What follows belongs to an exercise in optimizing a design on an open flow for small area; a production flow would make more cautious choices.
At most, simulation tests tie the RTL to the original design; equivalence was not proved.
Only the layout flow was run in runs 3 to 5; the RTL was not checked for function there.
In runs 2 to 8 the design's own scripts or RTL, not TritonCTS, make the clock network.
The clock input has no modelled driver; a real chip could not lean on it and would need a root buffer or a full tree.
No activity file was given, so power comes from the tool's default toggle rates.

==> design/flow/design.v <==
module pwm_softstart (
    input  wire       clk,
    input  wire       rst,
    input  wire       ramp_n,
    input  wire       tc_n,
    input  wire       step_n,
    output wire       motor,
    output wire [4:0] led,
    output wire [1:0] mstate,
    output wire [1:0] pidx_o
);
    localparam [1:0] MS_OFF = 2'd0, MS_ON = 2'd1, MS_RAMP = 2'd2, MS_PENDQ = 2'd3;
    localparam [2:0] PH_DISPATCH    = 3'd5;
    localparam [2:0] PH_TC          = 3'd2;
    localparam [2:0] PH_TC_SETTLE   = 3'd3;
    localparam [2:0] PH_STEP        = 3'd1;
    localparam [2:0] PH_STEP_SETTLE = 3'd7;
    localparam [2:0] PH_POFF_SETTLE = 3'd4;
    localparam [2:0] PH_RAMP_ON     = 3'd6;
    localparam [2:0] PH_RAMP_OFF    = 3'd0;
    localparam [18:0] ACC_INIT = 19'd486655;
    reg [1:0]  ms;
    reg [1:0]  pidx;
    reg        tc_latched, step_latched, ramp_prev;
    reg [2:0]  ph;
    reg [10:0] timer;
    reg [18:0] acc;
    wire ramping = (ph == PH_RAMP_ON) || (ph == PH_RAMP_OFF);
    wire [10:0] off_t = acc[18:8];
    assign mstate = ms;
    assign pidx_o = pidx;
    assign motor  = ms[0] | (ph == PH_RAMP_ON);
    assign led    = ms[0] ? 5'b11111 :
                    ramping ? {off_t < 11'd384, off_t < 11'd768, off_t < 11'd1144,
                               off_t < 11'd1528, 1'b1} : 5'b00000;
    wire ramp_edge = ramp_prev & ~ramp_n;
    reg [1:0] ms1;
    always @(*) begin
        ms1 = ms;
        if (ramp_edge) begin
            if (ms == MS_OFF)     ms1 = MS_RAMP;
            else if (ms == MS_ON) ms1 = MS_PENDQ;
        end
    end
    reg [18:0] slope;
    always @(*) begin
        case (pidx)
            2'd0:    slope = 19'd1946;
            2'd1:    slope = 19'd3891;
            2'd2:    slope = 19'd9728;
            default: slope = 19'd19456;
        endcase
    end
    wire        begin_ramp = (ph == PH_DISPATCH) && (ms1 == MS_RAMP);
    wire        next_per   = (ph == PH_RAMP_OFF) && (timer == 11'd0);
    wire [18:0] acc_next   = (begin_ramp ? ACC_INIT : acc) - ((begin_ramp | next_per) ? slope : 19'd0);
    wire        ramp_done  = (acc_next[18:11] == 8'd0);
    wire        timer_zero = (timer == 11'd0);
    always @(posedge clk) begin
        timer <= timer - 1'b1;
        acc   <= acc_next;
        if (rst) begin
            ms           <= MS_OFF;
            pidx         <= 2'd0;
            tc_latched   <= 1'b0;
            step_latched <= 1'b0;
            ph           <= PH_DISPATCH;
            ramp_prev    <= 1'b0;
        end else begin
            ramp_prev <= ramp_n;
            ms        <= ms1;
            case (ph)
                PH_DISPATCH: begin
                    if (ms1 == MS_RAMP) begin
                        timer <= 11'd1999;
                        ph    <= PH_RAMP_ON;
                    end else if (ms1 == MS_PENDQ && ramp_n) begin
                        timer <= 11'd999;
                        ph    <= PH_POFF_SETTLE;
                    end else begin
                        ph <= PH_TC;
                    end
                end
                PH_TC: begin
                    tc_latched <= ~tc_n;
                    if (!tc_n && !tc_latched) begin
                        timer <= 11'd999;
                        ph    <= PH_TC_SETTLE;
                    end else begin
                        ph <= PH_STEP;
                    end
                end
                PH_TC_SETTLE: begin
                    if (timer_zero) begin
                        pidx <= pidx + 2'd1;
                        ph   <= PH_STEP;
                    end
                end
                PH_STEP: begin
                    step_latched <= ~step_n;
                    if (!step_n && !step_latched) begin
                        timer <= 11'd999;
                        ph    <= PH_STEP_SETTLE;
                    end else begin
                        ph <= PH_DISPATCH;
                    end
                end
                PH_STEP_SETTLE: begin
                    if (timer_zero) begin
                        if (ms1 == MS_OFF)     ms <= MS_ON;
                        else if (ms1 == MS_ON) ms <= MS_OFF;
                        ph <= PH_DISPATCH;
                    end
                end
                PH_POFF_SETTLE: begin
                    if (timer_zero) begin
                        ms <= MS_OFF;
                        ph <= PH_TC;
                    end
                end
                PH_RAMP_ON: begin
                    if (timer == off_t)
                        ph <= PH_RAMP_OFF;
                end
                default: begin  
                    if (timer_zero) begin
                        if (ramp_done) begin
                            ms <= MS_ON;
                            ph <= PH_TC;
                        end else begin
                                timer <= 11'd1999;
                            ph    <= PH_RAMP_ON;
                        end
                    end
                end
            endcase
        end
    end
endmodule
==> design/flow/flow/run.sh <==
#!/bin/bash
# Layout flow: the standard ORFS flow, with
#  - an area-oriented ABC script in synthesis (flow/abc.script; no adder-cell
#    mapping, no Kogge-Stone carry lookahead). Registers come out as in the
#    standard synthesis: only the combinational mapping differs.
#  - plain buf_1 cells as the port buffers,
#  - one clock buffer (cell in flow/clk_buf) at the centre of the flip-flops
#    instead of TritonCTS's H-tree (flow/cts_hook.tcl).
# make's full output goes to make_flow.log; ORFS's per-step logs to orfs/logs.
set -euo pipefail
W=$(pwd)
F=$W/flow
# synth.tcl with abc run on flow/abc.script instead of the ORFS speed script
sed -e "s#log_cmd abc {\*}\$abc_args#log_cmd abc -script $F/abc.script {*}[lrange \$abc_args 2 end]#" \
    "$FLOW_HOME/scripts/synth.tcl" > "$W/own_synth.tcl"
grep -q "abc -script $F/abc.script" "$W/own_synth.tcl"
sed -e "s#source \$::env(SCRIPTS_DIR)/synth.tcl#source $W/own_synth.tcl#" \
    "$W/synth_recipe.tcl" > "$W/own_synth_recipe.tcl"
grep -q "source $W/own_synth.tcl" "$W/own_synth_recipe.tcl"
export CLK_BUF_FILE="$F/clk_buf"
bash "$W/standard.sh" \
    "SYNTH_SCRIPT=$W/own_synth_recipe.tcl" \
    "ADDER_MAP_FILE=" \
    "SYNTH_OPERATIONS_ARGS=-noshare" \
    "BUFFER_PORTS_ARGS=-buffer_cell sky130_fd_sc_hd__buf_1" \
    "PRE_CTS_TCL=$F/cts_hook.tcl" \
    finish > "$W/make_flow.log" 2>&1
test -f "$W/out/final.def"
==> design/flow/flow/abc.script <==
strash
&get -n
&fraig -x
&put
scorr
dc2
strash
&get -n
&deepsyn -T 60 -S 7
&put
strash
&get -n
&dch -f
&nf -R 1000
&put
==> design/flow/flow/clk_buf <==
sky130_fd_sc_hd__clkbuf_8
==> design/flow/flow/cts_hook.tcl <==
# PRE_CTS hook: the clock net gets one buffer, placed at the centre of the
# flip-flops, in place of TritonCTS's two-level H-tree (which needs five
# buffers for this design's 40 flip-flops). Every flip-flop's clock comes
# from the same buffer, so no register is skewed against another.
set clk_buf_cell [string trim [exec cat $::env(CLK_BUF_FILE)]]
set block [ord::get_db_block]
set dbu [$block getDbUnitsPerMicron]
set sx 0.0
set sy 0.0
set n 0
foreach inst [$block getInsts] {
  if {[[$inst getMaster] isSequential]} {
    set bb [$inst getBBox]
    set sx [expr {$sx + ([$bb xMin] + [$bb xMax]) / 2.0}]
    set sy [expr {$sy + ([$bb yMin] + [$bb yMax]) / 2.0}]
    incr n
  }
}
puts "PRE_CTS hook: $n flip-flops, one $clk_buf_cell on the clock net"
insert_buffer -buffer_cell $clk_buf_cell -net clk \
  -location [list [expr {$sx / $n / $dbu}] [expr {$sy / $n / $dbu}]] \
  -buffer_name clkbuf_root -net_name clknet_root
set clk_net [$block findNet clknet_root]
$clk_net setSigType CLOCK
rename clock_tree_synthesis tritoncts_clock_tree_synthesis
proc clock_tree_synthesis {args} {
  puts "clock_tree_synthesis skipped: the PRE_CTS hook buffered the clock"
}
==> design/flow/standard.sh <==
#!/bin/bash
# synth_recipe.tcl (not shown) runs the flow's synth.tcl, then flattens the netlist and writes it again
# the make line also repeats each setting of config.mk as NAME=value (left out here)
make -C /OpenROAD-flow-scripts/flow DESIGN_CONFIG=/design/flow/config.mk WORK_HOME=/design/flow/orfs CLKGATE_MAP_FILE= SYNTH_SCRIPT=/design/flow/synth_recipe.tcl "${@:-finish}"
==> design/flow/config.mk <==
export PLATFORM = sky130hd
export DESIGN_NAME = pwm_softstart
export DESIGN_NICKNAME = pwm_softstart
export VERILOG_FILES = /design/flow/design.v
export SDC_FILE = /design/flow/constraint.sdc
export NUM_CORES = 4
export LEC_CHECK = 0
export CAP_MARGIN = 0
export CORE_AREA = 2.5 2.5 60.5 60.5
export DIE_AREA = 0 0 63 63
export SLEW_MARGIN = 0
==> design/flow/constraint.sdc <==
create_clock -name core_clock -period 10.0 [get_ports {clk}]
set_input_delay 2.0000 -clock core_clock [delete_from_list [all_inputs] [get_ports {clk}]]
set_output_delay 2.0000 -clock core_clock [all_outputs]
set_load 0.01 [all_outputs]
==> results.yml, run 1 <==
outcome:
  status: "did not finish"
  failed_stage: "4_1_cts"
  tool.error: "Error: cts.tcl, 6 invalid command name \"NULL\""
synth:
  synth_cell_types: 36
  synth_top_area_share_pct: 40.40
  avgSynthCellArea_sq_um: 7.896
  syn_nets: 256
  async_flop_share_pct: 0
  synth.area.top_cells: "dfxtp_1 40%, nor2_1 4.4%, o21ai_0 4.3%, nand2_1 4.2%, a21oi_1 4.0%"
  ys_ff_latch: 40
  syn_inst: 251
  ys_seq_area_share_pct: 40.40
  ys.warnings.count: 1
  ys.flop_type: "dfxtp_1"
  synth_area_sq_um: 1982
  yosysTopAreaCell: "dfxtp_1"
  synth_edf_count: 0
floorplan:
  fp.dieH_um: 63
  floorplan.initialDensity_pct: 60.34
  num_rows: 21
  dieWidth_um: 63
  floorplan.io_pins: 15
placement:
  portBuffers: 14
  dp_hpwl_mm: 3.186
  gp_congestion: 0.8897
==> cell families after synthesis <==
| kind of cell | synth area share, % |
|---|---|
| AO/OA/AOI/OAI | 22.16 |
| XOR/XNOR | 4.861 |
| buffers and inverters | 3.030 |
| flip-flops | 40.40 |
| AND/OR/NAND/NOR | 29.55 |
==> cells in the mapped netlist, types with 6 or more instances <==
cell	instances
a21oi_1	16
and3_1	8
clkinv_1	16
dfxtp_1	40
nand2_1	22
nand3_1	13
nor2_1	23
nor3_1	12
o21ai_0	17
o22ai_1	6
or2_0	11
or3_1	7
xor2_1	8
==> through the flow <==
| stage | hold WS, ps | cells | setup WS [ps] | instance area, sq um | power, mW |
|---|---|---|---|---|---|
| 2_1_floorplan | 412.3 | 251 | 2319 | 1982 | 0.3265 |
| 3_3_place_gp | 429.3 | 311 | 1423 | 2092 | 0.3576 |
| 3_5_place_dp | 439.7 | 311 | 1257 | 2092 | 0.3592 |
==> worst min-delay path by stage <==
stage                     cells past startpoint  endpoint      from  slack (ps)
after floorplan                               1  timer[0]  timer[0]         410
after global placement                        1  timer[0]  timer[0]         430
after detailed placement                      1  timer[0]  timer[0]         440
==> power groups by stage <==
stage,registers (mW),clock network (mW),logic (mW)
after floorplan,0.223,0,0.104
after global placement,0.232,0,0.126
after detailed placement,0.232,0,0.127
==> run 2, diff against run 1 <==
==> design/flow/flow/clk_buf (replaced) <==
2 sky130_fd_sc_hd__clkbuf_8
==> design/flow/flow/cts_hook.tcl (replaced) <==
# PRE_CTS hook: in place of TritonCTS's two-level H-tree (five buffers for
# this design's 40 flip-flops), the clock port drives K clock buffers
# directly, each placed at the centre of a cluster of flip-flops and driving
# that cluster's clock pins. flow/clk_buf holds K and the buffer cell. Every
# flip-flop's clock passes through one buffer of the same cell, with no
# skew added on purpose.
lassign [string trim [exec cat $::env(CLK_BUF_FILE)]] nbuf clk_buf_cell
set block [ord::get_db_block]
set dbu [$block getDbUnitsPerMicron]
# flip-flops as {name x y} in microns, sorted by x then y
set ffs {}
foreach inst [$block getInsts] {
  if {[[$inst getMaster] isSequential]} {
    set bb [$inst getBBox]
    lappend ffs [list [$inst getName] \
      [expr {([$bb xMin] + [$bb xMax]) / 2.0 / $dbu}] \
      [expr {([$bb yMin] + [$bb yMax]) / 2.0 / $dbu}]]
  }
}
set ffs [lsort -real -index 1 [lsort -real -index 2 $ffs]]
set n [llength $ffs]
# k-means, started from K equal slices of the x-sorted list
set cents {}
for {set k 0} {$k < $nbuf} {incr k} {
  set lo [expr {$k * $n / $nbuf}]
  set hi [expr {($k + 1) * $n / $nbuf - 1}]
  set sx 0.0; set sy 0.0
  foreach f [lrange $ffs $lo $hi] { set sx [expr {$sx + [lindex $f 1]}]; set sy [expr {$sy + [lindex $f 2]}] }
  set m [expr {$hi - $lo + 1}]
  lappend cents [list [expr {$sx / $m}] [expr {$sy / $m}]]
}
for {set it 0} {$it < 20} {incr it} {
  set groups [lrepeat $nbuf {}]
  foreach f $ffs {
    set best 0; set bd 1e30
    for {set k 0} {$k < $nbuf} {incr k} {
      lassign [lindex $cents $k] cx cy
      set d [expr {([lindex $f 1] - $cx) ** 2 + ([lindex $f 2] - $cy) ** 2}]
      if {$d < $bd} { set bd $d; set best $k }
    }
    lset groups $best [concat [lindex $groups $best] [list $f]]
  }
  set cents {}
  foreach g $groups {
    set sx 0.0; set sy 0.0
    foreach f $g { set sx [expr {$sx + [lindex $f 1]}]; set sy [expr {$sy + [lindex $f 2]}] }
    set m [expr {max(1, [llength $g])}]
    lappend cents [list [expr {$sx / $m}] [expr {$sy / $m}]]
  }
}
set k 0
foreach g $groups c $cents {
  if {[llength $g] == 0} continue
  set pins {}
  foreach f $g {
    set inst [$block findInst [lindex $f 0]]
    foreach it [$inst getITerms] {
      if {[$it isClocked]} { lappend pins [get_pins -of_objects [get_cells [lindex $f 0]] -filter "name == [[$it getMTerm] getName]"] }
    }
  }
  puts "PRE_CTS hook: $clk_buf_cell $k drives [llength $pins] clock pins, at $c"
  insert_buffer -buffer_cell $clk_buf_cell -net clk -load_pins $pins \
    -location $c -buffer_name clkbuf_$k -net_name clknet_$k
  incr k
}
rename clock_tree_synthesis tritoncts_clock_tree_synthesis
proc clock_tree_synthesis {args} {
  puts "clock_tree_synthesis skipped: the PRE_CTS hook buffered the clock"
}
==> run 2 against run 1 <==
Compared with the run above:
- the run now finishes clean
- synthesized area unchanged
- synthesized cell count is the same
==> results.yml, run 2 <==
synth:
  synth_area_sq_um: 1982
  async_flop_share_pct: 0
  synth_top_area_share_pct: 40.40
  ys.flop_type: "dfxtp_1"
  ys_seq_area_share_pct: 40.40
  syn_inst: 251
  ys_ff_latch: 40
  synth_most_common_cell: "dfxtp_1"
  synth_edf_count: 0
  synth_common_cells: "40 x dfxtp_1, 23 x nor2_1, 22 x nand2_1"
  synth_cell_types: 36
  avgSynthCellArea_sq_um: 7.896
  synth.area.top_cells: "dfxtp_1 40%, nor2_1 4.4%, o21ai_0 4.3%, nand2_1 4.2%, a21oi_1 4.0%"
  syn_nets: 256
  ys.warnings.count: 1
  yosysTopAreaCell: "dfxtp_1"
final_layout:
  layout_commonest_cell: "dfxtp_1"
  regArea_sq_um: 800.8
  regMostFlops: "acc"
  final_util_pct: 64.53
  multi_input_area_sq_um: 1121
  largest_reg_flops: 19
  fin_area_sq_um: 2120
  nets: 274
  drive_gt1_share_pct: 0.7491
  num-fill-cells: 297
  mostFrequentLayoutCells: "40 x dfxtp_1, 23 x nor2_1, 22 x nand2_1"
  syn_to_final_growth_pct: 6.944
  top_regs: "acc: 19 flops, timer: 11 flops, ph: 3 flops"
  diodes: 0
floorplan:
  core_sq_um: 3284
  floorplan.initialDensity_pct: 60.34
  dieArea_sq_um: 3969
  num_rows: 21
  dieWidth_um: 63
  floorplan.io_pins: 15
  fp.dieH_um: 63
hold_path:
  min_path_type: "reg -> reg"
detailed_routing:
  viasPerCell: 5.754
  drtPass1Iterations: 4
  wire_per_inst_um: 13.31
  drt_iter0_drc: 141
  remaining_drc_errors: 0
  wirelength_mm: 4.166
  num_vias: 1801
  postRouteAntennaNets: 0
placement:
  place_ws_ps: 1257
  portBuffers: 14
  dpl_cell_area_sq_um: 2092
  dp_hpwl_mm: 3.186
  gp_congestion: 0.8897
grt:
  grt_max_degree: 22
  antenna_found_initial: 0
  grt_pass1_wl_mm: 7.355
  gr-total-overflow: 0
  track_usage_pct: 21.78
  first_global_vias: 1663
sta:
  fin_ws_ps: 1174
  maxSlewViolCount: 0
  min_period_ps: 8826
  fin_tns_setup_ps: 0
  period_share_pct: 88.26
  tightest_slew_ps: 773.4
  final-setup-viol-count: 0
  relSlewSlack_pct: 48.44
  hold_viol_final: 0
  max_freq_ghz: 0.1133
  rsz0062_at_grt: "false"
  skew_ps: 14.10
power_and_ir_drop:
  clockPowerShare_pct: 13.7
  peakVddDrop_v: 0.0001900
  pwr-share-seq_pct: 55.4
  power.share.combinational_pct: 30.9
  switching_share_pct: 35.39
  cellInternalPower_uw: 267.5
  power.switching_uw: 146.5
  power_leakage_nw: 0.7815
  powerDensity_nw_per_um2: 195.4
setup_path:
  critPathCaptureType: "register"
  cp_slowest_cell: "or4_1"
  critPathKind: "reg -> reg"
  crit_fanout: 7
  path_common_cell: "nor2_1"
  cpPeakStageDelay_ps: 500
  crit_required_ps: 10110
  start_kind: "register"
  cp.arrival_ps: 8940
outcome:
  status: "timing/DRC/antenna clean"
clock_tree:
  ctsResizeCount: 0
  cts_setup_buffers: 0
  clk_latency_ps: 170
  path_clk_slew_ps: 100
  hold_buffers: 0
job:
  maxCapViolations: 0
[run 2: cell counts after synthesis]
Identical to the previous run, type by type.
[run 2: cell families (layout without fill, tap and decap cells)]
kind of cell | Yosys count | after routing | synth area share (%)
XOR/XNOR | 11 | 11 | 4.861
buffers and inverters | 16 | 32 | 3.030
flip-flops | 40 | 40 | 40.40
AO/OA/AOI/OAI | 69 | 69 | 22.16
AND/OR/NAND/NOR | 115 | 115 | 29.55
[run 2: critical path, delay by kind of cell, from the launching register on]
kind | cells | cell delay (ps)
AND/OR/NAND/NOR | 25 | 6100
flip-flops | 1 | 370
XOR/XNOR | 3 | 550
AO/OA/AOI/OAI | 11 | 1760
[run 2: layout make-up]
class	count	share of cell area (%)
multi-input cells	195	52.89
flip-flops and latches	40	37.78
inverters	16	2.834
well taps	46	2.715
repair buffers	14	2.479
[run 2: final timing paths]
| path | start | to | slack (ps) | depth (start not counted) |
|---|---|---|---|---|
| worst min register to register | tc_latched | tc_latched | 460 | 2 |
| worst max register to register | timer[0] | ms[0] | 1170 | 39 |
| worst min-delay path | tc_latched | tc_latched | 460 | 2 |
| worst max-delay path | timer[0] | ms[0] | 1170 | 39 |
[run 2: power groups by stage]
stage	Combinational [mW]	Sequential [mW]	Clock, mW
finish	0.128	0.229	0.0566
global route	0.147	0.234	0.0635
CTS	0.128	0.232	0.0427
detailed placement	0.127	0.232	0
global placement	0.126	0.232	0
floorplan	0.104	0.223	0
[run 2: per-layer routing]
layer  vias to the layer above  wire, um  track usage, %
met2                        35      1899           36.57
met3                         4       151           2.342
met1                       819      2075           30.58
met4                         0        40           3.611
li1                        943         -               -
met5                         -         0               0
[run 2: through the flow]
| stage | total power [mW] | hold slack [ps] | cells |
|---|---|---|---|
| after floorplan | 0.3265 | 412.3 | 251 |
| after global placement | 0.3576 | 429.3 | 311 |
| after detailed placement | 0.3592 | 439.7 | 311 |
| after CTS | 0.4033 | 439.3 | 313 |
| after global routing | 0.4450 | 508.2 | 313 |
| final | 0.4141 | 458.0 | 313 |
==> run 3, diff against run 2 <==
--- a/design/flow/design.v
+++ b/design/flow/design.v
@@ -12,10 +12,10 @@
     localparam [1:0] MS_OFF = 2'd0, MS_ON = 2'd1, MS_RAMP = 2'd2, MS_PENDQ = 2'd3;
-    localparam [2:0] PH_DISPATCH    = 3'd5;
-    localparam [2:0] PH_TC          = 3'd2;
+    localparam [2:0] PH_DISPATCH    = 3'd2;
+    localparam [2:0] PH_TC          = 3'd5;
     localparam [2:0] PH_TC_SETTLE   = 3'd3;
     localparam [2:0] PH_STEP        = 3'd1;
-    localparam [2:0] PH_STEP_SETTLE = 3'd7;
-    localparam [2:0] PH_POFF_SETTLE = 3'd4;
-    localparam [2:0] PH_RAMP_ON     = 3'd6;
-    localparam [2:0] PH_RAMP_OFF    = 3'd0;
+    localparam [2:0] PH_STEP_SETTLE = 3'd0;
+    localparam [2:0] PH_POFF_SETTLE = 3'd7;
+    localparam [2:0] PH_RAMP_ON     = 3'd4;
+    localparam [2:0] PH_RAMP_OFF    = 3'd6;
     localparam [18:0] ACC_INIT = 19'd486655;
==> design/flow/flow/run.sh (replaced) <==
#!/bin/bash
# Layout flow: the standard ORFS flow, with
#  - area-oriented technology mapping in synthesis: ABC runs flow/abc.script
#    (deepsyn then area-recovering mapping) once per seed in ABC_SEEDS and
#    the smallest mapping is kept (flow/abc_multi.tcl); no adder-cell
#    mapping and no Kogge-Stone carry lookahead. Registers come out as in
#    the standard synthesis: only the combinational mapping differs.
#  - plain buf_1 cells as the port buffers,
#  - two clock buffers driven by the clock port, each at the centre of a
#    cluster of flip-flops, instead of TritonCTS's H-tree (flow/cts_hook.tcl,
#    buffer count and cell in flow/clk_buf).
# make's full output goes to make_flow.log; ORFS's per-step logs to orfs/logs.
set -euo pipefail
W=$(pwd)
F=$W/flow
# synth.tcl with its abc call replaced by flow/abc_multi.tcl
sed -e "s#log_cmd abc {\*}\$abc_args#source $F/abc_multi.tcl#" \
    "$FLOW_HOME/scripts/synth.tcl" > "$W/own_synth.tcl"
grep -q "source $F/abc_multi.tcl" "$W/own_synth.tcl"
sed -e "s#source \$::env(SCRIPTS_DIR)/synth.tcl#source $W/own_synth.tcl#" \
    "$W/synth_recipe.tcl" > "$W/own_synth_recipe.tcl"
grep -q "source $W/own_synth.tcl" "$W/own_synth_recipe.tcl"
export OWN_FLOW_DIR="$F" OWN_WORK_DIR="$W" ABC_SEEDS="1 2 3 4 5 6 7 8"
export CLK_BUF_FILE="$F/clk_buf"
bash "$W/standard.sh" \
    "SYNTH_SCRIPT=$W/own_synth_recipe.tcl" \
    "ADDER_MAP_FILE=" \
    "SYNTH_OPERATIONS_ARGS=-noshare" \
    "BUFFER_PORTS_ARGS=-buffer_cell sky130_fd_sc_hd__buf_1" \
    "PRE_CTS_TCL=$F/cts_hook.tcl" \
    finish > "$W/make_flow.log" 2>&1
test -f "$W/out/final.def"
==> design/flow/flow/abc.script (replaced) <==
strash
&get -n
&fraig -x
&put
scorr
dc2
strash
&get -n
&deepsyn -T 45 -S @SEED@
&put
strash
&get -n
&dch -f
&nf -R 1000
&put
==> design/flow/flow/abc_multi.tcl (new file) <==
# Sourced by own_synth.tcl in place of its one abc call: map the design with
# ABC once for each seed in ABC_SEEDS, using flow/abc.script with @SEED@
# replaced, and keep the mapping with the smallest cell area.
set base_args [lrange $abc_args 2 end]
set script_text [exec cat $::env(OWN_FLOW_DIR)/abc.script]
design -save pre_abc
set best_area 1e18
set best_seed -1
foreach seed $::env(ABC_SEEDS) {
  design -load pre_abc
  set sf $::env(OWN_WORK_DIR)/abc_seed$seed.script
  set fh [open $sf w]
  puts $fh [string map [list @SEED@ $seed] $script_text]
  close $fh
  log_cmd abc -script $sf {*}$base_args
  set txt [tee -q -s result.string stat {*}$lib_args]
  if {![regexp {Chip area for module [^:]*: ([0-9.]+)} $txt -> area]} { error "no area after abc seed $seed" }
  puts "abc seed $seed: cell area $area"
  if {$area < $best_area} {
    set best_area $area
    set best_seed $seed
    design -save best_abc
  }
}
puts "abc: keeping seed $best_seed, cell area $best_area"
design -load best_abc
==> run 3 against run 2 <==
Compared with the run above:
- synthesized cell count is 2.8% lower
- utilization is 1.0 points lower
- largest cell class unchanged
- register-to-register slack worse by 160 ps
- synthesized area is 2.3% lower
- cell count is 1.9% lower
- final area is 1.6% lower
- clock power is 5.5% higher
- highest routed layer unchanged
- sequential cell count stayed put
- clock skew is 11 ps lower
- critical endpoint is now ph[0]
- die area stayed put
- sequential share of layout area is 0.61 points higher
- critical path depth is 4 lower
==> results.yml, run 3 <==
outcome:
  status: "timing/DRC/antenna clean"
grt:
  track_usage_pct: 22.65
  antenna_found_initial: 0
  grt_pass1_wl_mm: 7.617
  first_global_vias: 1619
  grt_max_degree: 22
  gr-total-overflow: 0
detailed_routing:
  remaining_drc_errors: 0
  viasPerCell: 5.857
  postRouteAntennaNets: 0
  wire_per_inst_um: 13.93
  wirelength_mm: 4.278
  drtPass1Iterations: 4
  drt_iter0_drc: 121
  num_vias: 1798
final_layout:
  layout_commonest_cell: "dfxtp_1"
  diodes: 0
  largest_reg_flops: 19
  regMostFlops: "acc"
  drive_gt1_share_pct: 1.533
  top_regs: "acc: 19 flops, timer: 11 flops, ph: 3 flops"
  mostFrequentLayoutCells: "40 x dfxtp_1, 30 x nor2_1, 21 x nand2_1"
  nets: 268
  syn_to_final_growth_pct: 7.757
  final_util_pct: 63.50
setup_path:
  crit_end: "ph[0]"
  critPathCaptureType: "register"
  start_kind: "register"
  crit_required_ps: 10090
  timing.rr.end: "ph[0]"
  rr_worst_depth: 35
  cp.arrival_ps: 9070
  critPathKind: "reg -> reg"
  worstSetupStartpoint: "timer[0]"
  ff2ff_setup_slack_ps: 1010
  reg2reg_from: "timer[0]"
  path_common_cell: "or3_1"
  cp_slowest_cell: "or4_1"
  cpPeakStageDelay_ps: 570
  crit_fanout: 7
floorplan:
  dieWidth_um: 63
  num_rows: 21
  dieArea_sq_um: 3969
  floorplan.io_pins: 15
  floorplan.initialDensity_pct: 58.93
  core_sq_um: 3284
  fp.dieH_um: 63
power_and_ir_drop:
  pwr-share-seq_pct: 53.5
  switching_share_pct: 37.79
  cellInternalPower_uw: 311.8
  power_leakage_nw: 0.7345
  power.switching_uw: 189.4
  power.share.combinational_pct: 34.6
  clockPowerShare_pct: 11.9
  peakVddDrop_v: 0.0001592
  powerDensity_nw_per_um2: 240.3
hold_path:
  min_path_type: "reg -> reg"
  hold_depth: 1
synth:
  syn_nets: 249
  synth_most_common_cell: "dfxtp_1"
  synth_top_area_share_pct: 41.37
  synth_cell_types: 38
  syn_inst: 244
  yosysTopAreaCell: "dfxtp_1"
  avgSynthCellArea_sq_um: 7.933
  synth_common_cells: "40 x dfxtp_1, 30 x nor2_1, 21 x nand2_1"
  ys_seq_area_share_pct: 41.37
  ys.warnings.count: 1
  synth.area.top_cells: "dfxtp_1 41%, nor2_1 5.8%, o21ai_0 4.9%, nand2_1 4.1%, xnor2_1 4.1%"
  synth_edf_count: 0
  synth_area_sq_um: 1936
  ys_ff_latch: 40
  async_flop_share_pct: 0
  ys.flop_type: "dfxtp_1"
sta:
  hold_viol_final: 0
  final-setup-viol-count: 0
  relSlewSlack_pct: 53.87
  max_freq_ghz: 0.1113
  period_share_pct: 89.86
  fin_tns_setup_ps: 0
  min_period_ps: 8986
  skew_ps: 2.606
  maxSlewViolCount: 0
  rsz0062_at_grt: "false"
  tightest_slew_ps: 691.9
clock_tree:
  hold_buffers: 0
  cts_setup_buffers: 0
  path_clk_slew_ps: 120
  clk_latency_ps: 170
placement:
  dp_hpwl_mm: 3.242
  gp_congestion: 0.8041
  portBuffers: 14
job:
  maxCapViolations: 0
-- run 3: changes by cell type after synthesis, sizes merged, moves of 3 or more --
| cell | previous run | this run |
|---|---|---|
| a222oi | 0 | 3 |
| and3 | 8 | 1 |
| or2 | 11 | 2 |
| nor2 | 23 | 30 |
| o22ai | 6 | 10 |
| xnor2 | 3 | 9 |
| nand2b | 3 | 8 |
| a21oi | 16 | 13 |
| a211oi | 4 | 1 |
| o2bb2ai | 4 | 0 |
| o31ai | 4 | 1 |
-- run 3: metal layers --
layer  wire (um)  global-route usage, %
met1        2031                  32.81
met2        1980                  38.30
met3         210                  1.261
met4          56                  2.500
met5           0                      0
-- run 3: metrics by stage --
stage / hold slack (ps) / area (sq um) / std cells / total power [mW] / setup WS, ps
2_1_floorplan: 414.9 / 1936 / 244 / 0.3968 / 1676
3_3_place_gp: 450.6 / 2053 / 305 / 0.4379 / 1161
3_5_place_dp: 457.6 / 2053 / 305 / 0.4415 / 1010
4_1_cts: 457.9 / 2081 / 307 / 0.4861 / 948.1
5_1_grt: 521.9 / 2086 / 307 / 0.5427 / 80.14
6_report: 485.6 / 2086 / 307 / 0.5012 / 1014
-- run 3: cell type report --
cell class | count | area (sq um)
fill | 307 | 1199
inverter | 15 | 56.30
multi-input combinational | 189 | 1084
sequential | 40 | 800.8
tap | 46 | 57.56
timing repair buffer | 15 | 60.06
-- run 3: repair_timing --
action,CTS,global route
endpoints found under the hold margin,0,0
endpoints found under the setup margin,0,3
resized for setup,0,1
-- run 3: power groups by stage --
stage,combinational [mW],clock [mW],sequential [mW]
floorplan,0.142,0,0.254
global placement,0.169,0,0.269
detailed placement,0.172,0,0.270
CTS,0.173,0.0427,0.271
global route,0.200,0.0661,0.277
finish,0.173,0.0597,0.268
-- run 3: critical path, delay by kind of cell, from the launching register on --
kind,cells,cell delay (ps)
adder cells (fa/ha/maj),1,370
XOR/XNOR,2,360
buffers and inverters,1,170
AO/OA/AOI/OAI,11,2340
flip-flops,1,390
AND/OR/NAND/NOR,20,5270
-- run 3: how the worst min path moves through the flow --
| stage | from | to | slack, ps |
|---|---|---|---|
| after CTS | timer[0] | timer[0] | 460 |
| after global routing | timer[0] | timer[0] | 520 |
| final | timer[0] | timer[0] | 490 |
| after floorplan | timer[0] | timer[0] | 410 |
| after detailed placement | timer[0] | timer[0] | 460 |
| after global placement | timer[0] | timer[0] | 450 |
-- run 3: cell families (layout without fill, tap and decap cells) --
logic type	after synthesis	after routing	synth area share, %
AND/OR/NAND/NOR	108	108	27.02
buffers and inverters	15	32	2.909
XOR/XNOR	15	15	6.788
AO/OA/AOI/OAI	65	65	21.40
adder cells (fa/ha/maj)	1	1	0.5172
flip-flops	40	40	41.37
==> run 4, diff against run 3 <==
--- a/design/flow/design.v
+++ b/design/flow/design.v
@@ -54,8 +54,8 @@
     wire        begin_ramp = (ph == PH_DISPATCH) && (ms1 == MS_RAMP);
-    wire        next_per   = (ph == PH_RAMP_OFF) && (timer == 11'd0);
+    wire        next_per   = (ph == PH_RAMP_OFF) && (timer == 11'h7FF);
     wire [18:0] acc_next   = (begin_ramp ? ACC_INIT : acc) - ((begin_ramp | next_per) ? slope : 19'd0);
     wire        ramp_done  = (acc_next[18:11] == 8'd0);
-    wire        timer_zero = (timer == 11'd0);
+    wire        timer_zero = (timer == 11'h7FF);
     always @(posedge clk) begin
-        timer <= timer - 1'b1;
+        timer <= timer + 1'b1;
         acc   <= acc_next;
@@ -74,6 +74,6 @@
                     if (ms1 == MS_RAMP) begin
-                        timer <= 11'd1999;
+                        timer <= 11'd48;
                         ph    <= PH_RAMP_ON;
                     end else if (ms1 == MS_PENDQ && ramp_n) begin
-                        timer <= 11'd999;
+                        timer <= 11'd1048;
                         ph    <= PH_POFF_SETTLE;
@@ -86,3 +86,3 @@
                     if (!tc_n && !tc_latched) begin
-                        timer <= 11'd999;
+                        timer <= 11'd1048;
                         ph    <= PH_TC_SETTLE;
@@ -101,3 +101,3 @@
                     if (!step_n && !step_latched) begin
-                        timer <= 11'd999;
+                        timer <= 11'd1048;
                         ph    <= PH_STEP_SETTLE;
@@ -121,3 +121,3 @@
                 PH_RAMP_ON: begin
-                    if (timer == off_t)
+                    if (timer == ~off_t)
                         ph <= PH_RAMP_OFF;
@@ -130,3 +130,3 @@
                         end else begin
-                                timer <= 11'd1999;
+                                timer <= 11'd48;
                             ph    <= PH_RAMP_ON;
==> design/flow/flow/clk_buf (replaced) <==
3 sky130_fd_sc_hd__clkbuf_8
==> run 4 against run 3 <==
Compared with the run above:
- still clean
- final area down 0.72%
- utilization down 0.46 points
- global-route usage down 2.1 points
- largest cell class unchanged
- combinational power down 33%
- sequential cell count unchanged
==> results.yml, run 4 <==
outcome:
  status: "timing/DRC/antenna clean"
setup_path:
  cp_top_family: "simple AND/OR/NAND/NOR gates"
  crit_required_ps: 10040
  cp.depth: 28
  rr_worst_depth: 30
  cpPeakStageDelay_ps: 540
  crit_fanout: 17
  path_common_cell: "a21oi_1"
  critPathKind: "in -> reg"
  start_kind: "input port"
  critPathCaptureType: "register"
  cp_slowest_cell: "or3_1"
  cp.arrival_ps: 7580
  path_buf_inv: 2
floorplan:
  dieWidth_um: 63
  floorplan.io_pins: 15
  num_rows: 21
  core_sq_um: 3284
  fp.dieH_um: 63
  floorplan.initialDensity_pct: 58.21
  dieArea_sq_um: 3969
job:
  maxCapViolations: 0
sta:
  period_share_pct: 75.37
  maxSlewViolCount: 0
  relSlewSlack_pct: 35.36
  max_freq_ghz: 0.1327
  min_period_ps: 7537
  skew_ps: 21.24
  fin_tns_setup_ps: 0
  tightest_slew_ps: 959.4
  hold_viol_final: 0
  rsz0062_at_grt: "false"
  final-setup-viol-count: 0
clock_tree:
  hold_buffers: 0
  cts_setup_buffers: 0
  clk_latency_ps: 150
  ctsResizeCount: 0
  path_clk_slew_ps: 90
hold_path:
  hold_depth: 2
  min_path_type: "reg -> reg"
final_layout:
  diodes: 0
  fin_area_sq_um: 2071
  largest_reg_flops: 19
  syn_to_final_growth_pct: 8.312
  regMostFlops: "acc"
  drive_gt1_share_pct: 1.563
  mostFrequentLayoutCells: "40 x dfxtp_1, 31 x nor2_1, 31 x a21oi_1"
  top_regs: "acc: 19 flops, timer: 11 flops, ph: 3 flops"
  layout_commonest_cell: "dfxtp_1"
  nets: 263
synth:
  synth_most_common_cell: "dfxtp_1"
  ys.warnings.count: 1
  synth_top_area_share_pct: 41.88
  async_flop_share_pct: 0
  synth_cell_types: 34
  ys.flop_type: "dfxtp_1"
  syn_inst: 238
  avgSynthCellArea_sq_um: 8.033
  yosysTopAreaCell: "dfxtp_1"
  ys_seq_area_share_pct: 41.88
  syn_nets: 243
  ys_ff_latch: 40
  synth.area.top_cells: "dfxtp_1 42%, a21oi_1 8.1%, xnor2_1 6.9%, nor2_1 6.1%, nand2_1 3.9%"
  synth_common_cells: "40 x dfxtp_1, 31 x a21oi_1, 31 x nor2_1"
  synth_edf_count: 0
  synth_area_sq_um: 1912
grt:
  grt_pass1_wl_mm: 6.782
  first_global_vias: 1544
  track_usage_pct: 20.53
  gr-total-overflow: 0
  grt_max_degree: 18
  antenna_found_initial: 0
placement:
  gp_congestion: 0.8650
  portBuffers: 14
  dp_hpwl_mm: 3.017
  dpl_cell_area_sq_um: 2029
detailed_routing:
  remaining_drc_errors: 0
  drtPass1Iterations: 6
  wire_per_inst_um: 13.53
  drt_iter0_drc: 51
  viasPerCell: 5.636
  postRouteAntennaNets: 0
  wirelength_mm: 4.085
  num_vias: 1702
power_and_ir_drop:
  power_leakage_nw: 0.7382
  peakVddDrop_v: 0.00009949
  powerDensity_nw_per_um2: 206.5
-- run 4: per-layer routing --
metal | routed length, um | part of all wire (%) | track usage (%) | up-vias
met5 | 0 | 0 | 0 | -
met4 | 53 | 1.3 | 2.222 | 0
met3 | 99 | 2.4 | 1.081 | 7
met2 | 1955 | 48 | 37.63 | 24
met1 | 1976 | 48 | 27.31 | 776
li1 | - | - | - | 895
-- run 4: final timing paths --
check                  start         end  slack (ps)
setup / recovery      ramp_n       ms[1]        2460
hold / removal    tc_latched  tc_latched         460
setup reg to reg    timer[0]       ms[1]        3080
hold reg to reg   tc_latched  tc_latched         460
-- run 4: cell families (layout without fill, tap and decap cells) --
kind of cell	after synthesis	after routing	synth area share, %
XOR/XNOR	22	22	10.08
AO/OA/AOI/OAI	70	70	21.40
flip-flops	40	40	41.88
buffers and inverters	3	21	0.5890
AND/OR/NAND/NOR	103	103	26.05
-- run 4: cell type report --
class	count	area, sq um
fillers	314	1214
multi-input cells	195	1100
flip-flops and latches	40	800.8
repair buffers	15	60.06
well taps	46	57.56
inverters	3	11.26
-- run 4: through the flow --
| stage | instances | utilization (%) | total power, mW | hold WS [ps] | worst slack [ps] |
|---|---|---|---|---|---|
| 3_3_place_gp | 299 | 61.79 | 0.3610 | 440.3 | 2402 |
| 3_5_place_dp | 299 | 61.79 | 0.3644 | 450.6 | 2361 |
| 5_1_grt | 302 | 63.05 | 0.4571 | 476.2 | 1739 |
| 6_report | 302 | 63.05 | 0.4277 | 464.4 | 2463 |
| 2_1_floorplan | 238 | - | 0.3345 | 430.1 | 3343 |
| 4_1_cts | 302 | 63.05 | 0.4173 | 450.6 | 2325 |
-- run 4: report_power, final --
part,switching [mW],leakage (nW),total [mW],internal (mW)
Sequential,0.0434,0.330,0.245,0.202
Clock,0.0390,0.0216,0.0666,0.0276
Combinational,0.0579,0.387,0.116,0.0578
-- run 4: worst reg2reg max path, delay by kind of cell, from the launching register on --
| family | cells | cell delay [ps] |
|---|---|---|
| AO/OA/AOI/OAI | 11 | 1850 |
| flip-flops | 1 | 420 |
| AND/OR/NAND/NOR | 18 | 4370 |
| XOR/XNOR | 1 | 200 |
==> run 5, diff against run 4 <==
==> design/flow/flow/clk_buf (replaced) <==
2 sky130_fd_sc_hd__clkbuf_8
==> run 5 against run 4 <==
Compared with the run above:
- power is 1.8% lower
- fmax is 0.54% higher
- die area stayed put
- first-iteration DRC count is 73% higher
- setup slack better by 41 ps
- sequential cell count stayed put
- clock power is 13% lower
- combinational power hardly changed
- via count is 0.53% lower
- synthesized area stayed put
- wire length is 0.76% lower
==> results.yml, run 5 <==
outcome:
  status: "timing/DRC/antenna clean"
grt:
  grt_max_degree: 23
  track_usage_pct: 20.66
  antenna_found_initial: 0
  first_global_vias: 1541
  grt_pass1_wl_mm: 6.803
  gr-total-overflow: 0
final_layout:
  multi_input_area_sq_um: 1100
  layout_commonest_cell: "dfxtp_1"
  regMostFlops: "acc"
  drive_gt1_share_pct: 1.176
  final_util_pct: 62.63
  regArea_sq_um: 800.8
  mostFrequentLayoutCells: "40 x dfxtp_1, 31 x nor2_1, 31 x a21oi_1"
  num-fill-cells: 312
  largest_reg_flops: 19
  top_regs: "acc: 19 flops, timer: 11 flops, ph: 3 flops"
  diodes: 0
  finalNonFillerCells: 301
  nets: 262
  syn_to_final_growth_pct: 7.591
setup_path:
  crit_required_ps: 10050
  rr_worst_depth: 30
  critPathKind: "in -> reg"
  crit_end: "ms[1]"
  ff2ff_setup_slack_ps: 3050
  timing.rr.end: "ms[1]"
  cp.arrival_ps: 7550
  start_kind: "input port"
  critPathCaptureType: "register"
  crit_fanout: 17
  worstSetupStartpoint: "ramp_n"
  reg2reg_from: "timer[0]"
power_and_ir_drop:
  powerDensity_nw_per_um2: 204.1
  power_leakage_nw: 0.7310
  peakVddDrop_v: 0.00009781
floorplan:
  floorplan.initialDensity_pct: 58.21
  floorplan.io_pins: 15
  fp.dieH_um: 63
  dieWidth_um: 63
  dieArea_sq_um: 3969
  num_rows: 21
  core_sq_um: 3284
synth:
  synth_compound_area_share_pct: 21.40
  avgSynthCellArea_sq_um: 8.033
  synth_common_cells: "40 x dfxtp_1, 31 x a21oi_1, 31 x nor2_1"
  synth.area.top_cells: "dfxtp_1 42%, a21oi_1 8.1%, xnor2_1 6.9%, nor2_1 6.1%, nand2_1 3.9%"
  synth_edf_count: 0
  syn_inst: 238
  muxShareOfSynthArea_pct: 0
  synth_most_common_cell: "dfxtp_1"
  ys_ff_latch: 40
  synth_cell_types: 34
  synth_xor_area_share_pct: 10.08
  yosysTopAreaCell: "dfxtp_1"
  syn_nets: 243
  synth_top_area_share_pct: 41.88
  ys.flop_type: "dfxtp_1"
  synth-simple-area-share_pct: 26.05
  async_flop_share_pct: 0
  synth_area_sq_um: 1912
  synth_top_family_by_area: "simple AND/OR/NAND/NOR gates"
  ys_seq_area_share_pct: 41.88
  synthAdderAreaFrac_pct: 0
  ys.warnings.count: 1
clock_tree:
  clk_latency_ps: 180
  hold_buffers: 0
  ctsResizeCount: 0
  cts_setup_buffers: 0
  path_clk_slew_ps: 110
detailed_routing:
  viasPerCell: 5.625
  wirelength_mm: 4.054
  drt_iter0_drc: 88
  remaining_drc_errors: 0
  num_vias: 1693
  wire_per_inst_um: 13.47
  postRouteAntennaNets: 0
  drtPass1Iterations: 4
sta:
  min_period_ps: 7496
  hold_viol_final: 0
  period_share_pct: 74.96
  maxSlewViolCount: 0
  tightest_slew_ps: 958.8
  fin_tns_setup_ps: 0
  final-setup-viol-count: 0
  max_freq_ghz: 0.1334
  rsz0062_at_grt: "false"
  relSlewSlack_pct: 35.40
  skew_ps: 17.27
placement:
  dp_cells: 299
  gp_congestion: 0.8650
  dp_hpwl_mm: 3.017
  portBuffers: 14
hold_path:
  min_path_type: "reg -> reg"
job:
  maxCapViolations: 0
## run 5: cell count changes in the layout (fill, tap and decap cells not counted), sizes merged
cell	previous run	this run
clkbuf	3	2
## run 5: area by class of cell
cell class,count,share of cell area (%)
multi-input combinational,195,53.47
timing repair buffer,15,2.920
inverter,3,0.5474
sequential,40,38.93
tap,46,2.798
## run 5: report_power, final
| part | internal, mW | leakage (nW) | switching, mW |
|---|---|---|---|
| clock network | 0.0188 | 0.0144 | 0.0392 |
| registers | 0.202 | 0.330 | 0.0436 |
| logic | 0.0578 | 0.387 | 0.0587 |
## run 5: cell families (layout without fill, tap and decap cells)
family                 Yosys count  after routing
AO/OA/AOI/OAI                   70             70
XOR/XNOR                        22             22
buffers and inverters            3             20
flip-flops                      40             40
AND/OR/NAND/NOR                103            103
## run 5: per-stage QoR
step	hold WS, ps	instance area, sq um	setup WS [ps]	total power [mW]
finish	467.1	2057	2504	0.4199
global route	478.1	2057	1751	0.4500
CTS	450.6	2057	2323	0.4093
detailed placement	450.6	2029	2361	0.3644
global placement	440.3	2029	2402	0.3610
floorplan	430.1	1912	3343	0.3345
## run 5: worst min path at each step
stage,startpoint,end,slack (ps),cells past startpoint
after global placement,acc[2],acc[2],440,2
after CTS,acc[2],acc[2],450,2
after floorplan,acc[2],acc[2],430,2
after global routing,tc_latched,tc_latched,480,2
final,tc_latched,tc_latched,470,2
after detailed placement,acc[2],acc[2],450,2
## run 5: routing by layer
metal | GRT usage, % | routed length [um] | vias to the layer above | share of wire (%)
met5 | 0 | 0 | - | 0
met4 | 1.944 | 42 | 0 | 1.0
met3 | 1.081 | 126 | 4 | 3.1
met2 | 37.77 | 1952 | 18 | 48
met1 | 27.68 | 1932 | 775 | 48
li1 | - | - | 896 | -
## run 5: worst max-delay path: stages
cell and delay, ps:
buf_1 90, clkinv_1 90, a21oi_1 250, or3_1 530, nand2_1 140, nand2b_1 190, nor2_1 130, xnor2_1 240
a21oi_1 80, o21ai_0 250, or2_0 180, nand2_1 80, a31oi_1 330, a21oi_1 120, nor2_1 150, a21oi_1 80
nand2b_1 190, o21ai_0 220, a21oi_1 100, a21o_1 230, nor2_1 200, a31oi_1 180, or3_1 400, a21oi_1 150
o21ai_0 110, nor4_1 410, nand4_1 230, nor3b_1 200
==> run 6, diff against run 5 <==
--- a/design/flow/design.v
+++ b/design/flow/design.v
@@ -20,2 +20,5 @@
     localparam [2:0] PH_RAMP_OFF    = 3'd6;
+    localparam [10:0] T_SETTLE = 11'd1048;    
+    localparam [10:0] T_PERIOD = 11'd48;      
+    localparam [10:0] T_END    = 11'h7FF;
     localparam [18:0] ACC_INIT = 19'd486655;
@@ -27,4 +30,4 @@
     reg [18:0] acc;
-    wire ramping = (ph == PH_RAMP_ON) || (ph == PH_RAMP_OFF);
-    wire [10:0] off_t = acc[18:8];
+    wire        ramping = (ph == PH_RAMP_ON) || (ph == PH_RAMP_OFF);
+    wire [10:0] off_t   = acc[18:8];
     assign mstate = ms;
@@ -53,7 +56,7 @@
     end
+    wire        timer_end  = (timer == T_END);
     wire        begin_ramp = (ph == PH_DISPATCH) && (ms1 == MS_RAMP);
-    wire        next_per   = (ph == PH_RAMP_OFF) && (timer == 11'h7FF);
+    wire        next_per   = (ph == PH_RAMP_OFF) && timer_end;
     wire [18:0] acc_next   = (begin_ramp ? ACC_INIT : acc) - ((begin_ramp | next_per) ? slope : 19'd0);
     wire        ramp_done  = (acc_next[18:11] == 8'd0);
-    wire        timer_zero = (timer == 11'h7FF);
     always @(posedge clk) begin
@@ -74,6 +77,6 @@
                     if (ms1 == MS_RAMP) begin
-                        timer <= 11'd48;
+                        timer <= T_PERIOD;
                         ph    <= PH_RAMP_ON;
                     end else if (ms1 == MS_PENDQ && ramp_n) begin
-                        timer <= 11'd1048;
+                        timer <= T_SETTLE;
                         ph    <= PH_POFF_SETTLE;
@@ -86,3 +89,3 @@
                     if (!tc_n && !tc_latched) begin
-                        timer <= 11'd1048;
+                        timer <= T_SETTLE;
                         ph    <= PH_TC_SETTLE;
@@ -93,3 +96,3 @@
                 PH_TC_SETTLE: begin
-                    if (timer_zero) begin
+                    if (timer_end) begin
                         pidx <= pidx + 2'd1;
@@ -101,3 +104,3 @@
                     if (!step_n && !step_latched) begin
-                        timer <= 11'd1048;
+                        timer <= T_SETTLE;
                         ph    <= PH_STEP_SETTLE;
@@ -108,3 +111,3 @@
                 PH_STEP_SETTLE: begin
-                    if (timer_zero) begin
+                    if (timer_end) begin
                         if (ms1 == MS_OFF)     ms <= MS_ON;
@@ -115,3 +118,3 @@
                 PH_POFF_SETTLE: begin
-                    if (timer_zero) begin
+                    if (timer_end) begin
                         ms <= MS_OFF;
@@ -125,3 +128,3 @@
                 default: begin  
-                    if (timer_zero) begin
+                    if (timer_end) begin
                         if (ramp_done) begin
@@ -130,3 +133,3 @@
                         end else begin
-                                timer <= 11'd48;
+                            timer <= T_PERIOD;
                             ph    <= PH_RAMP_ON;
--- a/design/flow/flow/cts_hook.tcl
+++ b/design/flow/flow/cts_hook.tcl
@@ -2,4 +2,4 @@
 # this design's 40 flip-flops), the clock port drives K clock buffers
-# directly, each placed at the centre of a cluster of flip-flops and driving
-# that cluster's clock pins. flow/clk_buf holds K and the buffer cell. Every
+# directly, each placed at the centre of a group of flip-flops and driving
+# that group's clock pins. flow/clk_buf holds K and the buffer cell. Every
 # flip-flop's clock passes through one buffer of the same cell, with no
@@ -21,30 +21,16 @@
 set n [llength $ffs]
-# k-means, started from K equal slices of the x-sorted list
+# K groups of equal size: slices of the flip-flops sorted along the longer
+# side of their bounding box; each buffer sits at its group's centre
+set xs [lmap f $ffs {lindex $f 1}]
+set ys [lmap f $ffs {lindex $f 2}]
+set ax [expr {([tcl::mathfunc::max {*}$xs] - [tcl::mathfunc::min {*}$xs]) >= ([tcl::mathfunc::max {*}$ys] - [tcl::mathfunc::min {*}$ys]) ? 1 : 2}]
+set ffs [lsort -real -index $ax $ffs]
+set groups {}
 set cents {}
 for {set k 0} {$k < $nbuf} {incr k} {
-  set lo [expr {$k * $n / $nbuf}]
-  set hi [expr {($k + 1) * $n / $nbuf - 1}]
+  set g [lrange $ffs [expr {$k * $n / $nbuf}] [expr {($k + 1) * $n / $nbuf - 1}]]
   set sx 0.0; set sy 0.0
-  foreach f [lrange $ffs $lo $hi] { set sx [expr {$sx + [lindex $f 1]}]; set sy [expr {$sy + [lindex $f 2]}] }
-  set m [expr {$hi - $lo + 1}]
-  lappend cents [list [expr {$sx / $m}] [expr {$sy / $m}]]
-}
-for {set it 0} {$it < 20} {incr it} {
-  set groups [lrepeat $nbuf {}]
-  foreach f $ffs {
-    set best 0; set bd 1e30
-    for {set k 0} {$k < $nbuf} {incr k} {
-      lassign [lindex $cents $k] cx cy
-      set d [expr {([lindex $f 1] - $cx) ** 2 + ([lindex $f 2] - $cy) ** 2}]
-      if {$d < $bd} { set bd $d; set best $k }
-    }
-    lset groups $best [concat [lindex $groups $best] [list $f]]
-  }
-  set cents {}
-  foreach g $groups {
-    set sx 0.0; set sy 0.0
-    foreach f $g { set sx [expr {$sx + [lindex $f 1]}]; set sy [expr {$sy + [lindex $f 2]}] }
-    set m [expr {max(1, [llength $g])}]
-    lappend cents [list [expr {$sx / $m}] [expr {$sy / $m}]]
-  }
+  foreach f $g { set sx [expr {$sx + [lindex $f 1]}]; set sy [expr {$sy + [lindex $f 2]}] }
+  lappend groups $g
+  lappend cents [list [expr {$sx / [llength $g]}] [expr {$sy / [llength $g]}]]
 }
==> run 6 against run 5 <==
Compared with the run above:
- combinational power about the same
- global-route usage down 0.24 points
- clock power up 1%
- highest routed layer unchanged
- register-to-register slack about the same
- clock skew down 7.0 ps
- first-iteration DRC count down 30%
- sequential cell count unchanged
- setup slack worse by 25 ps
- sequential power about the same
- utilization unchanged
- die area unchanged
==> results.yml, run 6 <==
final_layout:
  mostFrequentLayoutCells: "40 x dfxtp_1, 31 x nor2_1, 31 x a21oi_1"
  diodes: 0
  nets: 262
  syn_to_final_growth_pct: 7.591
  regMostFlops: "acc"
  layout_commonest_cell: "dfxtp_1"
  largest_reg_flops: 19
  drive_gt1_share_pct: 1.176
  top_regs: "acc: 19 flops, timer: 11 flops, ph: 3 flops"
placement:
  portBuffers: 14
  gp_congestion: 0.8650
  dp_hpwl_mm: 3.017
synth:
  synth_edf_count: 0
  synth_area_sq_um: 1912
  synth.area.top_cells: "dfxtp_1 42%, a21oi_1 8.1%, xnor2_1 6.9%, nor2_1 6.1%, nand2_1 3.9%"
  synth_most_common_cell: "dfxtp_1"
  ys_ff_latch: 40
  async_flop_share_pct: 0
  syn_nets: 243
  ys_seq_area_share_pct: 41.88
  synth_common_cells: "40 x dfxtp_1, 31 x a21oi_1, 31 x nor2_1"
  synth_top_area_share_pct: 41.88
  yosysTopAreaCell: "dfxtp_1"
  avgSynthCellArea_sq_um: 8.033
  ys.warnings.count: 1
  ys.flop_type: "dfxtp_1"
  synth_cell_types: 34
  syn_inst: 238
grt:
  gr-total-overflow: 0
  first_global_vias: 1529
  grt_pass1_wl_mm: 6.748
  grt_max_degree: 21
  track_usage_pct: 20.42
  antenna_found_initial: 0
sta:
  fin_tns_setup_ps: 0
  skew_ps: 10.23
  max_freq_ghz: 0.1330
  maxSlewViolCount: 0
  min_period_ps: 7521
  final-setup-viol-count: 0
  rsz0062_at_grt: "false"
  period_share_pct: 75.21
  relSlewSlack_pct: 35.45
  tightest_slew_ps: 958.1
  hold_viol_final: 0
detailed_routing:
  drt_iter0_drc: 62
  num_vias: 1702
  remaining_drc_errors: 0
  wire_per_inst_um: 13.40
  drtPass1Iterations: 4
  postRouteAntennaNets: 0
  wirelength_mm: 4.034
  viasPerCell: 5.654
outcome:
  status: "timing/DRC/antenna clean"
setup_path:
  critPathCaptureType: "register"
  cp_slowest_cell: "or3_1"
  start_kind: "input port"
  path_common_cell: "a21oi_1"
  crit_required_ps: 10070
  cp.arrival_ps: 7590
  cpPeakStageDelay_ps: 550
  crit_fanout: 17
  critPathKind: "in -> reg"
  rr_worst_depth: 30
clock_tree:
  path_clk_slew_ps: 120
  hold_buffers: 0
  cts_setup_buffers: 0
  clk_latency_ps: 170
  ctsResizeCount: 0
power_and_ir_drop:
  powerDensity_nw_per_um2: 203.8
  power_leakage_nw: 0.7310
  peakVddDrop_v: 0.0001022
  power_uw: 419.2
job:
  maxCapViolations: 0
floorplan:
  core_sq_um: 3284
  floorplan.io_pins: 15
  dieArea_sq_um: 3969
  floorplan.initialDensity_pct: 58.21
  dieWidth_um: 63
  num_rows: 21
  fp.dieH_um: 63
hold_path:
  min_path_type: "reg -> reg"
  hold_depth: 2
-- run 6: kinds of logic after synthesis --
logic type	count (synthesis)	share of synthesized area [%]
xor gates and xnor gates	22	10.08
and+or+nand+nor	103	26.05
buffers and inverters	3	0.5890
AOI/OAI and AO/OA	70	21.40
DFF	40	41.88
-- run 6: metal layers --
metal	track usage (%)	vias up	share of wire (%)
met3	0.7207	3	2.3
met5	0	-	0
li1	-	900	-
met4	1.944	0	0.92
met1	27.99	782	49
met2	36.84	17	48
-- run 6: metrics by stage --
stage,worst slack (ps),instance area [sq um],hold slack [ps],utilization [%],cells
floorplan,3343,1912,430.1,-,238
global placement,2402,2029,440.3,61.79,299
detailed placement,2361,2029,450.6,61.79,299
CTS,2323,2057,450.6,62.63,301
global route,1760,2057,479.0,62.63,301
finish,2479,2057,469.1,62.63,301
-- run 6: power breakdown --
group | internal, mW | switching (mW)
clock network | 0.0188 | 0.0398
logic | 0.0578 | 0.0576
registers | 0.202 | 0.0434
-- run 6: layout make-up --
class,count,area (sq um)
Sequential cell,40,800.8
Timing Repair Buffer,15,60.06
Tap cell,46,57.56
Multi-Input combinational cell,195,1100
Inverter,3,11.26
Fill cell,314,1227
-- run 6: worst paths after layout --
kind / slack, ps / from / end
setup reg to reg: 3050 / timer[0] / ms[1]
hold reg to reg: 470 / tc_latched / tc_latched
setup / recovery: 2480 / ramp_n / ms[1]
hold / removal: 470 / tc_latched / tc_latched
-- run 6: critical path: cells and delay by family --
family	cells	cell delay, ps
and+or+nand+nor	13	3070
AOI/OAI and AO/OA	12	2090
xor gates and xnor gates	1	240
buffers and inverters	2	180
==> run 7, diff against run 6 <==
--- a/design/flow/config.mk
+++ b/design/flow/config.mk
@@ -10,2 +10,3 @@
 export DIE_AREA = 0 0 63 63
+export PLACE_DENSITY = 0.85
 export SLEW_MARGIN = 0
==> run 7 against run 6 <==
Compared with the run above:
- still clean on timing, DRC and antenna
- sequential share of layout area unchanged
- clock power about the same
- via count increased by 5.3%
- synthesized cell count unchanged
- sequential cell count unchanged
- first-iteration DRC count increased by 89%
- setup slack improved by 11 ps
- critical endpoint unchanged
- largest cell class unchanged
- highest routed layer unchanged
==> results.yml, run 7 <==
setup_path:
  crit_required_ps: 10070
  ff2ff_setup_slack_ps: 3090
  rr_worst_depth: 30
  start_kind: "input port"
  cp.arrival_ps: 7580
  critPathCaptureType: "register"
  timing.rr.end: "ms[1]"
  crit_fanout: 17
  reg2reg_from: "timer[0]"
  critPathKind: "in -> reg"
power_and_ir_drop:
  powerDensity_nw_per_um2: 205.7
  power_leakage_nw: 0.7310
  peakVddDrop_v: 0.0001256
final_layout:
  diodes: 0
  largest_reg_flops: 19
  syn_to_final_growth_pct: 7.591
  finalNonFillerCells: 301
  drive_gt1_share_pct: 1.176
  mostFrequentLayoutCells: "40 x dfxtp_1, 31 x nor2_1, 31 x a21oi_1"
  layout_commonest_cell: "dfxtp_1"
  top_regs: "acc: 19 flops, timer: 11 flops, ph: 3 flops"
  regMostFlops: "acc"
  nets: 262
synth:
  syn_inst: 238
  ys.flop_type: "dfxtp_1"
  synth.area.top_cells: "dfxtp_1 42%, a21oi_1 8.1%, xnor2_1 6.9%, nor2_1 6.1%, nand2_1 3.9%"
  ys_seq_area_share_pct: 41.88
  synth_most_common_cell: "dfxtp_1"
  synth_area_sq_um: 1912
  ys.warnings.count: 1
  async_flop_share_pct: 0
  ys_ff_latch: 40
  avgSynthCellArea_sq_um: 8.033
  synth_edf_count: 0
  synth_common_cells: "40 x dfxtp_1, 31 x a21oi_1, 31 x nor2_1"
  synth_top_area_share_pct: 41.88
  syn_nets: 243
  yosysTopAreaCell: "dfxtp_1"
  synth_cell_types: 34
sta:
  fin_tns_setup_ps: 0
  max_freq_ghz: 0.1332
  period_share_pct: 75.10
  hold_viol_final: 0
  maxSlewViolCount: 0
  skew_ps: 5.407
  relSlewSlack_pct: 37.59
  final-setup-viol-count: 0
  rsz0062_at_grt: "false"
  min_period_ps: 7510
  tightest_slew_ps: 926.4
detailed_routing:
  wire_per_inst_um: 13.88
  postRouteAntennaNets: 0
  num_vias: 1793
  wirelength_mm: 4.179
  viasPerCell: 5.957
  remaining_drc_errors: 0
  drtPass1Iterations: 4
  drt_iter0_drc: 117
clock_tree:
  cts_setup_buffers: 0
  ctsResizeCount: 0
  hold_buffers: 0
  clk_latency_ps: 170
  path_clk_slew_ps: 120
floorplan:
  floorplan.initialDensity_pct: 58.21
  num_rows: 21
  dieWidth_um: 63
  floorplan.io_pins: 15
  dieArea_sq_um: 3969
  fp.dieH_um: 63
  core_sq_um: 3284
hold_path:
  min_path_type: "reg -> reg"
  hold_depth: 2
  hold_start: "acc[2]"
  hold_end: "acc[2]"
grt:
  first_global_vias: 1592
  track_usage_pct: 21.59
  antenna_found_initial: 0
  grt_pass1_wl_mm: 7.196
  grt_max_degree: 21
  gr-total-overflow: 0
outcome:
  status: "timing/DRC/antenna clean"
placement:
  dp_hpwl_mm: 3.136
  dp_cells: 299
  portBuffers: 14
  gp_congestion: 0.8576
job:
  maxCapViolations: 0
-- run 7: cell counts after synthesis --
No cell type changed its count.
-- run 7: worst max-delay path by stage --
stage / to / start / slack, ps
4_1_cts: ms[1] / ramp_n / 2350
3_3_place_gp: ms[1] / ramp_n / 2670
2_1_floorplan: ms[1] / ramp_n / 3340
3_5_place_dp: ms[1] / ramp_n / 2410
5_1_grt: timer[5] / ramp_n / 1730
6_report: ms[1] / ramp_n / 2490
-- run 7: final cells by class --
type | instances | area (sq um)
fillers | 294 | 1227
multi-input cells | 195 | 1100
inverters | 3 | 11.26
flip-flops and latches | 40 | 800.8
repair buffers | 15 | 60.06
well taps | 46 | 57.56
-- run 7: metrics by stage --
step                hold WS (ps)  setup slack, ps  util [%]  cell area [sq um]  total power, mW
global placement           441.1             2669     61.79               2029           0.3608
CTS                        451.7             2354     62.63               2057           0.4097
floorplan                  430.1             3343         -               1912           0.3345
finish                     483.9             2490     62.63               2057           0.4230
global route               510.0             1732     62.63               2057           0.4533
detailed placement         450.3             2409     61.79               2029           0.3658
-- run 7: metal layers --
layer | global-route usage [%] | wire (um)
met1 | 30.64 | 1912
met2 | 36.70 | 1995
met3 | 1.081 | 209
met4 | 3.889 | 61
met5 | 0 | 0
-- run 7: critical path: stages --
cell      delay [ps]
buf_1            100
clkinv_1          80
a21oi_1          260
or3_1            530
nand2_1          150
nand2b_1         180
nor2_1           130
xnor2_1          230
a21oi_1           80
o21ai_0          250
or2_0            180
nand2_1           90
a31oi_1          330
a21oi_1          120
nor2_1           160
a21oi_1           80
nand2b_1         180
o21ai_0          220
a21oi_1          100
a21o_1           230
nor2_1           210
a31oi_1          190
or3_1            410
a21oi_1          160
o21ai_0          110
nor4_1           390
nand4_1          230
nor3b_1          200
-- run 7: kinds of logic (layout without fill, tap and decap cells) --
| group | count (synthesis) | after routing | synth area share [%] |
|---|---|---|---|
| simple gates | 103 | 103 | 26.05 |
| flops | 40 | 40 | 41.88 |
| compound gates | 70 | 70 | 21.40 |
| buf+inv | 3 | 20 | 0.5890 |
| xor+xnor | 22 | 22 | 10.08 |
-- run 7: power by group --
group	switching [mW]	leakage [nW]	internal, mW
Clock	0.0400	0.0144	0.0188
Combinational	0.0598	0.387	0.0578
Sequential	0.0448	0.330	0.202
==> run 8, diff against run 7 <==
--- a/design/flow/flow/run.sh
+++ b/design/flow/flow/run.sh
@@ -22,3 +22,3 @@
 grep -q "source $W/own_synth.tcl" "$W/own_synth_recipe.tcl"
-export OWN_FLOW_DIR="$F" OWN_WORK_DIR="$W" ABC_SEEDS="1 2 3 4 5 6 7 8"
+export OWN_FLOW_DIR="$F" OWN_WORK_DIR="$W" ABC_SEEDS="1 2 3 4 5 6 7 8 9 10 11 12 13 14 15 16"
 export CLK_BUF_FILE="$F/clk_buf"
==> run 8 against run 7 <==
Compared with the run above:
- clock power is essentially flat
- still clean
- critical path type unchanged
- cell count is the same
- power is the same
- global-route usage is the same
- die area is the same
- wire length is the same
- sequential cell count is the same
==> results.yml, run 8 <==
final_layout:
  top_regs: "acc: 19 flops, timer: 11 flops, ph: 3 flops"
  largest_reg_flops: 19
  drive_gt1_share_pct: 1.176
  nets: 262
  diodes: 0
  mostFrequentLayoutCells: "40 x dfxtp_1, 31 x nor2_1, 31 x a21oi_1"
  regMostFlops: "acc"
synth:
  synth.area.top_cells: "dfxtp_1 42%, a21oi_1 8.1%, xnor2_1 6.9%, nor2_1 6.1%, nand2_1 3.9%"
  synth_cell_types: 34
  synth_common_cells: "40 x dfxtp_1, 31 x a21oi_1, 31 x nor2_1"
  yosysTopAreaCell: "dfxtp_1"
  syn_nets: 243
  syn_inst: 238
  synth_area_sq_um: 1912
  synth_most_common_cell: "dfxtp_1"
  ys_ff_latch: 40
  synth_top_area_share_pct: 41.88
  synth_edf_count: 0
  ys.flop_type: "dfxtp_1"
  async_flop_share_pct: 0
  avgSynthCellArea_sq_um: 8.033
  ys_seq_area_share_pct: 41.88
  ys.warnings.count: 1
sta:
  hold_viol_final: 0
  fin_ws_ps: 2490
  min_period_ps: 7510
  max_freq_ghz: 0.1332
  period_share_pct: 75.10
  maxSlewViolCount: 0
  tightest_slew_ps: 926.4
  skew_ps: 5.407
  final-setup-viol-count: 0
  rsz0062_at_grt: "false"
detailed_routing:
  num_vias: 1793
  drtPass1Iterations: 4
  viasPerCell: 5.957
  wire_per_inst_um: 13.88
  drt_iter0_drc: 117
  postRouteAntennaNets: 0
floorplan:
  floorplan.initialDensity_pct: 58.21
  dieWidth_um: 63
  fp.dieH_um: 63
  floorplan.io_pins: 15
  num_rows: 21
  core_sq_um: 3284
  dieArea_sq_um: 3969
grt:
  first_global_vias: 1592
  antenna_found_initial: 0
  gr-total-overflow: 0
  grt_pass1_wl_mm: 7.196
power_and_ir_drop:
  power_uw: 423.0
  power_leakage_nw: 0.7310
setup_path:
  crit_required_ps: 10070
  worstSetupStartpoint: "ramp_n"
  start_kind: "input port"
  critPathKind: "in -> reg"
  critPathCaptureType: "register"
  ff2ff_setup_slack_ps: 3090
  cp.arrival_ps: 7580
  reg2reg_from: "timer[0]"
hold_path:
  hold_start: "acc[2]"
  min_path_type: "reg -> reg"
clock_tree:
  hold_buffers: 0
  clk_latency_ps: 170
  ctsResizeCount: 0
  cts_setup_buffers: 0
placement:
  place_ws_ps: 2409
  dp_hpwl_mm: 3.136
  portBuffers: 14
  gp_congestion: 0.8576
outcome:
  status: "timing/DRC/antenna clean"
-- run 8: cell counts after synthesis --
Identical to the previous run, type by type.
-- run 8: worst max-delay path: stages --
cell and delay (ps):
buf_1 100, clkinv_1 80, a21oi_1 260, or3_1 530, nand2_1 150, nand2b_1 180
nor2_1 130, xnor2_1 230, a21oi_1 80, o21ai_0 250, or2_0 180, nand2_1 90
a31oi_1 330, a21oi_1 120, nor2_1 160, a21oi_1 80, nand2b_1 180, o21ai_0 220
a21oi_1 100, a21o_1 230, nor2_1 210, a31oi_1 190, or3_1 410, a21oi_1 160
o21ai_0 110, nor4_1 390, nand4_1 230, nor3b_1 200
-- run 8: cell families (layout without fill, tap and decap cells) --
family	count (synthesis)	in the layout	share of synthesized area, %
compound gates	70	70	21.40
xor+xnor	22	22	10.08
buf+inv	3	20	0.5890
simple gates	103	103	26.05
flops	40	40	41.88
-- run 8: path summary, 6_finish.rpt --
path | to | cells past startpoint
max | ms[1] | 28
min | acc[2] | 2
max reg2reg | ms[1] | 30
min reg2reg | acc[2] | 2
-- run 8: layer usage --
metal | vias up | GRT usage (%) | routed length, um
met5 | - | 0 | 0
met4 | 0 | 3.889 | 61
met3 | 7 | 1.081 | 209
met2 | 56 | 36.70 | 1995
met1 | 832 | 30.64 | 1912
li1 | 898 | - | -
-- run 8: cell type report --
class / count / area, sq um
Fill cell: 294 / 1227
Inverter: 3 / 11.26
Multi-Input combinational cell: 195 / 1100
Sequential cell: 40 / 800.8
Tap cell: 46 / 57.56
Timing Repair Buffer: 15 / 60.06
-- run 8: per-stage QoR --
| stage | util (%) | hold WS [ps] | instance area, sq um | std cells |
|---|---|---|---|---|
| 4_1_cts | 62.63 | 451.7 | 2057 | 301 |
| 2_1_floorplan | - | 430.1 | 1912 | 238 |
| 5_1_grt | 62.63 | 510.0 | 2057 | 301 |
| 6_report | 62.63 | 483.9 | 2057 | 301 |
| 3_3_place_gp | 61.79 | 441.1 | 2029 | 299 |
| 3_5_place_dp | 61.79 | 450.3 | 2029 | 299 |
-- run 8: where the power goes --
part	total (mW)	switching, mW	internal [mW]
Combinational	0.118	0.0598	0.0578
Clock	0.0588	0.0400	0.0188
Sequential	0.247	0.0448	0.202
